Background: an optimization exercise with open tools, aiming at small area. Do not read the settings as production practice. Only simulation tests tie the RTL to the original design; equivalence was not proved. Power and IR drop assume default switching activity.

## rtc_eqk
module rtc_eqk (
    input  wire        clk,
    input  wire        rst,
    input  wire        c_valid,
    input  wire [39:0] c_cmd,
    output wire        c_ready,
    output reg         c_rvalid,
    output reg  [31:0] c_rdata,
    input  wire        p_valid,
    input  wire [39:0] p_cmd,
    output reg         p_rvalid,
    output reg  [31:0] p_rdata,
    input  wire        t_valid,
    input  wire [39:0] t_cmd,
    input  wire        x_valid,
    input  wire [39:0] x_cmd
);
    localparam [7:0] OP_INIT     = 8'h01;
    localparam [7:0] OP_SETIVL   = 8'h02;
    localparam [7:0] OP_NOW8     = 8'h03;
    localparam [7:0] OP_NOW16    = 8'h04;
    localparam [7:0] OP_NOW32    = 8'h05;
    localparam [7:0] OP_EL8      = 8'h06;
    localparam [7:0] OP_EL16     = 8'h07;
    localparam [7:0] OP_EL32     = 8'h08;
    localparam [7:0] OP_WAIT     = 8'h09;
    localparam [7:0] OP_PUT      = 8'h10;
    localparam [7:0] OP_GET      = 8'h11;
    localparam [7:0] OP_FLUSH    = 8'h12;
    localparam [7:0] OP_KEYINIT  = 8'h20;
    localparam [7:0] OP_KEYSTEP  = 8'h21;
    localparam [7:0] OP_KEYPR    = 8'h22;
    localparam [7:0] OP_STATUS   = 8'h30;
    localparam [7:0] OP_TICK     = 8'h40;
    localparam [7:0] OP_WAKE     = 8'h41;
    localparam [1:0] PORT_C = 2'd0;
    localparam [1:0] PORT_P = 2'd1;
    localparam [2:0] KS_UP     = 3'd0;
    localparam [2:0] KS_DOWN   = 3'd1;
    localparam [2:0] KS_READY  = 3'd2;
    localparam [2:0] KS_PRESS  = 3'd3;
    localparam [2:0] KS_REPEAT = 3'd4;
    function op_legal;
        input [7:0] op;
        begin
            case (op)
                8'h01, 8'h02, 8'h03, 8'h04, 8'h05, 8'h06, 8'h07, 8'h08, 8'h09,
                8'h10, 8'h11, 8'h12, 8'h20, 8'h21, 8'h22, 8'h30, 8'h40, 8'h41:
                    op_legal = 1'b1;
                default: op_legal = 1'b0;
            endcase
        end
    endfunction
    function [2:0] fault_cp;
        input        is_p;
        input [39:0] w;
        reg port_ok, n_lo, n_mid, n_16, n_hi, resv;
        begin
            port_ok = 1'b0;
            n_lo = 1'b0; n_mid = 1'b0; n_16 = 1'b0; n_hi = 1'b0;
            case (w[39:32])
                8'h01, 8'h02: begin port_ok = !is_p; n_16 = 1'b1; n_hi = 1'b1; end
  ...
Size: roughly 2400 cells after synthesis, about 730 flip-flops, ~32000 µm² of cells after synthesis.
==> flow/config.mk <==
export PLATFORM = sky130hd
export DESIGN_NAME = rtc_eqk
export DESIGN_NICKNAME = rtc_eqk
export VERILOG_FILES = /design/flow/design.v
export SDC_FILE = /design/flow/constraint.sdc
export NUM_CORES = 4
export LEC_CHECK = 0
export CAP_MARGIN = 10
export CORE_MARGIN = 2
export CORE_UTILIZATION = 60
export SLEW_MARGIN = 10
==> flow/constraint.sdc <==
create_clock -name core_clock -period 12.0 [get_ports {clk}]
set_input_delay 2.4000 -clock core_clock [delete_from_list [all_inputs] [get_ports {clk}]]
set_output_delay 2.4000 -clock core_clock [all_outputs]
set_load 0.01 [all_outputs]
standard.sh (not shown) runs the stock make flow with config.mk's settings and CLKGATE_MAP_FILE= SYNTH_SCRIPT=/design/flow/synth_recipe.tcl, a recipe that flattens the netlist after the stock synthesis.
==> flow/flow/run.sh <==
#!/bin/bash
# The standard layout (standard.sh: the standard flow's synthesis and ORFS flow), with three
# changes:
#  - ABC maps the combinational logic with an area-oriented script
#    (flow/area.abc: &nf with the delay constraint relaxed); everything else in
#    the synthesis, registers included, is synth_recipe.tcl unchanged;
#  - port buffers use the smallest buffer;
#  - the clock tree uses fewer, larger leaf clusters without dummy loads.
set -euo pipefail
W=$(pwd)
{
    head -n 1 synth_recipe.tcl
    echo "proc abc {args} { set i [lsearch \$args -script]; if {\$i >= 0} { lset args [expr {\$i + 1}] $W/flow/area.abc }; yosys abc {*}\$args }"
    tail -n +2 synth_recipe.tcl
} > area_synth.tcl
CTS="-sink_clustering_enable -repair_clock_nets -dont_use_dummy_load"
CTS="$CTS -buf_list sky130_fd_sc_hd__clkbuf_8 -sink_clustering_size 18 -sink_clustering_max_diameter 60"
bash standard.sh \
    "SYNTH_SCRIPT=$W/area_synth.tcl" \
    "BUFFER_PORTS_ARGS=-buffer_cell sky130_fd_sc_hd__buf_1" \
    "CTS_ARGS=$CTS" \
    finish > standard.log 2>&1
==> flow/flow/area.abc <==
&get -n
&st
&dch -f
&nf -R 1000 -p
&st
&syn2
&if -g -K 6
&synch2
&nf -R 1000 -p
&st
&dch -f
&nf -R 1000 -p
&st
&syn2
&if -g -K 6
&synch2
&nf -R 1000 -p
&st
&dch -f
&nf -R 1000 -p
&put
topo
stime -c
dnsize -c
The first run produced a clean layout.
Then changed:
--- a/flow/flow/run.sh
+++ b/flow/flow/run.sh
@@ -17 +17 @@
-CTS="$CTS -buf_list sky130_fd_sc_hd__clkbuf_8 -sink_clustering_size 18 -sink_clustering_max_diameter 60"
+CTS="$CTS -buf_list sky130_fd_sc_hd__clkbuf_8 -sink_clustering_size 15 -sink_clustering_max_diameter 60"
Outcome: Synthesized area does not change. Design area is about the same. Power rose slightly. Clock-buffer cell count rose by 6. Sequential share of layout area fell by 0.12 points. Worst hold slack got worse by 6.7 ps. Core utilization rose by 0.15 points. Critical path depth stays the same.

-- static timing again, ports no longer ideal --
No port has a modelled driver above. Below, the same layouts with a new extraction and two added sets of constraints. Step 1: set_driving_cell puts a clkbuf_16 on clk and a buf_2 on each other input, an assumption about the parent block. Step 2 adds t to the input delays and takes it off the output delays; t is the mean of the earliest and latest rising clock arrival at the registers after step 1. Input paths then give back, and output paths get back, about the clock's delay inside the block. Slacks: ideal ports / drivers / drivers and shift; pairs: ideal ports / drivers.
| run | t (ns) | setup slack, ns | worst register clock-pin slew, ns | worst data-port slew with drivers (ns) |
|---|---|---|---|---|
| the first run | 0.717 | 1.043 / 1.083 / 0.366 | 0.12 / 0.12 | 0.10 |
| the second run | 0.736 | 1.057 / 1.095 / 0.359 | 0.11 / 0.11 | 0.10 |
After both steps setup and hold are still met in every run listed. The setup slack of the second run, which loses most, moves by +0.038 ns with the drivers and by -0.698 ns with both steps.
